This is an optimization exercise on Yosys and OpenROAD, whose aim is small area, a short achievable clock period and few clock cycles, not a production implementation. At most, simulation tests tie the RTL to the original design; equivalence was not proved. Power and IR drop assume default switching activity.

P:
## lenet_engine
module lenet_engine (
    input  wire        clk,
    input  wire        rst,         
    input  wire        start,
    input  wire [3:0]  op,
    output wire        busy,
    output reg         done,
    output reg         act_re,
    output reg  [14:0] act_raddr,
    input  wire [15:0] act_rdata,
    output reg         act_we,
    output reg  [14:0] act_waddr,
    output reg  [15:0] act_wdata,
    output reg         wt_re,
    output reg  [18:0] wt_raddr,
    input  wire [15:0] wt_rdata
);
    localparam [14:0] IMG_BASE   = 15'd0;
    localparam [14:0] C1_BASE    = 15'd784;
    localparam [14:0] P1_BASE    = 15'd12304;
    localparam [14:0] C2_BASE    = 15'd15184;
    localparam [14:0] P2_BASE    = 15'd17744;
    localparam [14:0] H1_BASE    = 15'd18384;
    localparam [14:0] LOGIT_BASE = 15'd18784;
    localparam [18:0] WC1_BASE = 19'd0;
    localparam [18:0] BC1_BASE = 19'd500;
    localparam [18:0] WC2_BASE = 19'd520;
    localparam [18:0] BC2_BASE = 19'd20520;
    localparam [18:0] WF1_BASE = 19'd20560;
    localparam [18:0] BF1_BASE = 19'd276560;
    localparam [18:0] WF2_BASE = 19'd276960;
    localparam [18:0] BF2_BASE = 19'd280960;
    reg        busy_r;
    reg        run;           
    reg        init;          
    reg  [6:1] st;            
    reg        fwd;           
    assign busy = busy_r;
    wire s_conv = st[1] | st[3];
    wire s_pool = st[2] | st[4];
    wire s_fc   = st[5] | st[6];
    reg [2:0] kx, ky;         
    reg [9:0] z;              
    reg [4:0] ox, oy;         
    reg [8:0] k;              
    reg       k_end;          
    reg [18:0] wsave;         
  ...
Size in the first run: ~2400 cells after synthesis, roughly 290 flip-flops.
export LEC_CHECK = 0
export ABC_CLOCK_PERIOD_IN_PS = 3000
export CAP_MARGIN = 20
export CORE_MARGIN = 2
export CORE_UTILIZATION = 40
export CTS_BUF_LIST = sky130_fd_sc_hd__clkbuf_16
export CTS_CLUSTER_DIAMETER = 80
export CTS_CLUSTER_SIZE = 20
export SLEW_MARGIN = 20
create_clock -name core_clock -period 10.0 [get_ports {clk}]
standard.sh (not shown) runs the stock make flow with config.mk's settings and CLKGATE_MAP_FILE= SYNTH_SCRIPT=/design/flow/synth_recipe.tcl, a recipe that flattens the netlist after the stock synthesis.
==> flow/flow/run.sh <==
#!/bin/bash
set -euo pipefail
bash standard.sh SETUP_SLACK_MARGIN=6.8 finish > flow_make.log 2>&1
P did not stop at any stage, and its layout met the timing, design-rule and antenna checks.
Testbench counts of P, summed over its fixed seeds: cycles 7,426,332.
Input-level comparison between Q and P:
# P
export LEC_CHECK = 0
export ABC_CLOCK_PERIOD_IN_PS = 3000
export CAP_MARGIN = 20
export CORE_MARGIN = 2
export CORE_UTILIZATION = 40
export CTS_BUF_LIST = sky130_fd_sc_hd__clkbuf_16
export CTS_CLUSTER_DIAMETER = 80
export CTS_CLUSTER_SIZE = 20
export SLEW_MARGIN = 20
create_clock -name core_clock -period 10.0 [get_ports {clk}]
# Q
export LEC_CHECK = 0
export ABC_CLOCK_PERIOD_IN_PS = 3000
export CAP_MARGIN = 20
export CORE_MARGIN = 2
export CORE_UTILIZATION = 55
export CTS_CLUSTER_DIAMETER = 100
export CTS_CLUSTER_SIZE = 24
export PLACE_DENSITY = 0.7
export SLEW_MARGIN = 20
create_clock -name core_clock -period 10.0 [get_ports {clk}]
Findings:
- Of the two values seen for critical path capture point, act_raddr[0] was produced by P and acc[23] by Q.
- Compared with P, in Q cell total after placement went down; sequential power saw little to no change; core area fell by 15000 µm².
- Q vs P: share of power burned in combinational logic up
- Q vs. P: total non-filler cell area in the finished layout fell 0.81%, hold slack grew by 0.0080 ns, sequential cell area share grew by 0.22 points.
- sky130_fd_sc_hd__fa_1 as the slowest cell on the critical path was reported by Q, and sky130_fd_sc_hd__edfxtp_1 by P.
- Going from P to Q, the worst setup slack was found to have gone up by 0.016 ns.

* * *

Another version of the RTL of lenet_engine (not shown whole).
Size in the first run: roughly 2100 cells after synthesis, roughly 290 flip-flops, ~110 I/O pins, roughly 20000 um^2 of cells after synthesis.
clock: 10.0 ns
lec_check: 0
abc_clock_period_in_ps: 3000
cap_margin: 20
core_margin: 2
core_utilization: 40
cts_cluster_diameter: 100
cts_cluster_size: 24
slew_margin: 20
Scripts as last shown in full above: flow/flow/run.sh
The starting point finished clean.
Testbench counts at the start, summed over its fixed seeds: cycles 7,426,332.
Rerun with:
- CAP_MARGIN: 20 -> 0
- SLEW_MARGIN: 20 -> 0
Outcome: Setup slack gains 0.030 ns. Global-route usage is about the same. Count of clock-buffer cells in the layout came out lower by 2. Register-to-register slack improved by 0.03 ns. Via count falls slightly. Combinational power is about the same. Total power shrinks slightly. Area after synthesis stays the same. Core utilization is lower by 0.27 points. Cell area is lower slightly.
Rerun with:
==> flow/flow/run.sh (replaced) <==
#!/bin/bash
set -euo pipefail
bash standard.sh SETUP_SLACK_MARGIN=7.0 finish > flow_make.log 2>&1
- CAP_MARGIN: 0 -> 20
- SLEW_MARGIN: 0 -> 20
=>
- total power rose by about 5.5%
- sequential share of layout area came out lower by 1.8 points
- utilization increases by 3.3 points
- cell area goes up by 7.0%
- routed wire length rises by 2.1%
- global-route usage went up by 0.11 points
- clock power is lower by 4.1%
- synthesized cell count is unchanged
- synthesized area stays the same
- first-iteration DRC count grows by about 3.3%
- final cell count rises by 3.1%
Rerun with:
==> flow/flow/run.sh (replaced) <==
#!/bin/bash
set -euo pipefail
bash standard.sh SETUP_SLACK_MARGIN=6.9 finish > flow_make.log 2>&1
After rerunning: The new run completed with no timing, DRC or antenna violations; setup slack improved by 0.010 ns; sequential cell count is unchanged; cell area hardly moves.

* * *

## alpha
Another version of the RTL of lenet_engine (not shown whole).
Size in the first run: ~2100 cells after synthesis, ~290 flip-flops, ~20000 sq um of cells after synthesis.
==> flow/config.mk <==
export PLATFORM = sky130hd
export DESIGN_NAME = lenet_engine
export DESIGN_NICKNAME = lenet_engine
export VERILOG_FILES = /design/flow/design.v
export SDC_FILE = /design/flow/constraint.sdc
export NUM_CORES = 4
export LEC_CHECK = 0
export ABC_CLOCK_PERIOD_IN_PS = 3000
export CAP_MARGIN = 0
export CORE_MARGIN = 2
export CORE_UTILIZATION = 40
export CTS_CLUSTER_DIAMETER = 60
export CTS_CLUSTER_SIZE = 30
export SLEW_MARGIN = 0
==> flow/constraint.sdc <==
create_clock -name core_clock -period 10.0 [get_ports {clk}]
set_input_delay 2.0000 -clock core_clock [delete_from_list [all_inputs] [get_ports {clk}]]
set_output_delay 2.0000 -clock core_clock [all_outputs]
set_load 0.01 [all_outputs]
==> flow/flow/run.sh <==
#!/bin/bash
set -euo pipefail
bash standard.sh SETUP_SLACK_MARGIN=6.8 finish > flow_make.log 2>&1
alpha went all the way through synthesis, placement and routing and the layout is clean on timing, DRC and antenna.
Testbench counts of alpha, summed over its fixed seeds: cycles 7,426,332.
## Diff of input files: beta against alpha
Settings: a change of CTS_CLUSTER_SIZE from 30 to 16.
--- outcome ---
| worst hold slack | alpha vs beta | ≈ equal |. As far as sequential share of layout area is concerned, alpha and beta perform about the same. Global-route usage over all layers across alpha and beta: no real change. beta against alpha: routed wire length on met2 fell by 0.39%; post-detailed-routing wire length stayed essentially flat.

* * *

lenet_engine, a different RTL version from the one above (not shown whole).
Size in the first run: roughly 300 flip-flops, about 110 I/O pins, ~0.021 mm^2 of cells after synthesis.
export LEC_CHECK = 0
export ABC_CLOCK_PERIOD_IN_PS = 3000
export CAP_MARGIN = 20
export CORE_MARGIN = 2
export CORE_UTILIZATION = 40
export CTS_CLUSTER_DIAMETER = 100
export CTS_CLUSTER_SIZE = 24
export SLEW_MARGIN = 20
create_clock -name core_clock -period 10.0 [get_ports {clk}]
==> flow/flow/run.sh <==
#!/bin/bash
set -euo pipefail
bash standard.sh SETUP_SLACK_MARGIN=6.5 finish > flow_make.log 2>&1
Edit:
==> flow/flow/run.sh (replaced) <==
#!/bin/bash
set -euo pipefail
bash standard.sh SETUP_SLACK_MARGIN=7.0 finish > flow_make.log 2>&1
After rerunning: Total power came out higher by 12%; count of clock-buffer cells in the layout came out lower by 1; sequential share of layout area came out lower by 2.7 points; synthesized area does not change; flip-flop and latch count is unchanged.
No functional check of the RTL was part of any run of this note.

* * *

lenet_engine, a different RTL version from the one above (not shown whole).
Size: roughly 2400 cells after synthesis, ~110 I/O pins, about 21000 um2 of cells after synthesis.
export LEC_CHECK = 0
export ABC_CLOCK_PERIOD_IN_PS = 3000
export CAP_MARGIN = 20
export CORE_MARGIN = 2
export CORE_UTILIZATION = 40
export CTS_CLUSTER_DIAMETER = 100
export CTS_CLUSTER_SIZE = 24
export SLEW_MARGIN = 20
create_clock -name core_clock -period 10.0 [get_ports {clk}]
==> flow/flow/run.sh <==
#!/bin/bash
set -euo pipefail
bash standard.sh SETUP_SLACK_MARGIN=6.5 finish > flow_make.log 2>&1
==> next run, changes <==
==> flow/run.sh (new file) <==
#!/bin/bash
# synth_recipe.tcl (not shown) runs the flow's synth.tcl, then flattens the netlist and writes it again
# the make line also repeats each setting of config.mk as NAME=value (left out here)
make -C /OpenROAD-flow-scripts/flow DESIGN_CONFIG=/design/flow/config.mk WORK_HOME=/design/flow/orfs CLKGATE_MAP_FILE= SYNTH_SCRIPT=/design/flow/synth_recipe.tcl finish
CTS_CLUSTER_DIAMETER = default   (was 100)
CTS_CLUSTER_SIZE = default   (was 24)
SETUP_SLACK_MARGIN = 5   (was default)
removed: flow/flow/run.sh
removed: flow/standard.sh
The new run finished with timing, DRC and antenna clean.
Design area shrinks by 0.55%.
Area after synthesis does not change.
Wire length is about the same.
No run of this note included a check of the RTL's function; only the layout flow was run.

* * *

RTL: one of the versions met above, not the one the previous note started from.
Size: roughly 290 flip-flops, roughly 110 I/O pins, about 21000 um2 of cells after synthesis.
clock: 10.0 ns
lec_check: 0
abc_clock_period_in_ps: 3000
cap_margin: 20
core_margin: 2
core_utilization: 40
cts_cluster_diameter: 100
cts_cluster_size: 24
slew_margin: 20
==> flow/flow/run.sh <==
#!/bin/bash
set -euo pipefail
bash standard.sh SETUP_SLACK_MARGIN=6.5 finish > flow_make.log 2>&1
Testbench counts at the start, summed over its fixed seeds: cycles 7,426,332.
Edit:
==> flow/flow/run.sh (replaced) <==
#!/bin/bash
set -euo pipefail
bash standard.sh SETUP_SLACK_MARGIN=7.0 finish > flow_make.log 2>&1
Result: Clock-buffer cell count is higher by 4; worst setup slack improved by 280 ps; power is higher by about a fifth; clock power is higher by roughly a tenth; cell area is higher by about a fifth; cell count is higher by a few percent.

-- separate check: timing with driven ports --
How much do the figures lean on ideal ports? The routed layouts below were timed once more, with nothing changed but the port constraints. Step 1 sets driving cells, clkbuf_16 on the clock port and buf_2 on the other inputs (assumed; they add their load-dependent delay and slew). Step 2 moves the port delays by t, midway between the first and last clock arrival at a register: inputs arrive t later, outputs are due t later. That takes back most of the time a late clock gives input paths. Slacks: ideal ports / drivers / drivers and shift; pairs: ideal ports / drivers.
| run | shift t [ns] | slack for setup (ns) | worst slew at a driven data input, ns | cell pins on the clock port's net |
|---|---|---|---|---|
| P | 0.611 | 6.782 / 6.724 / 6.361 | 0.10 | 1 |
| Q | 0.573 | 6.799 / 6.759 / 6.294 | 0.09 | 1 |
| the first run of note 2 | 0.595 | 6.757 / 6.753 / 6.336 | 0.09 | 1 |
| the second run of note 2 | 0.599 | 6.787 / 6.733 / 6.321 | 0.09 | 1 |
| the third run of note 2 | 0.584 | 6.812 / 6.756 / 6.475 | 0.12 | 1 |
| the fourth run of note 2 | 0.583 | 6.822 / 6.767 / 6.397 | 0.11 | 1 |
| alpha | 0.647 | 6.729 / 6.673 / 6.351 | 0.10 | 1 |
| beta | 0.601 | 6.782 / 6.726 / 6.350 | 0.10 | 1 |
| the first run of note 4 | 0.581 | 6.557 / 6.503 / 6.172 | 0.10 | 1 |
| the second run of note 4 | 0.577 | 6.790 / 6.777 / 6.501 | 0.09 | 1 |
| the first run of note 5 | 0.595 | 6.441 / 6.441 / 6.098 | 0.09 | 1 |
| the second run of note 5 | 0.606 | 6.170 / 6.159 / 5.788 | 0.09 | 1 |
| the first run of note 6 | 0.570 | 6.534 / 6.477 / 6.012 | 0.09 | 1 |
| the second run of note 6 | 0.595 | 6.809 / 6.748 / 6.425 | 0.08 | 1 |
After both steps every run listed still meets setup and hold. For the first run of note 6, which loses most, drivers alone change the setup slack by -0.057 ns; drivers and shift together by -0.522 ns.
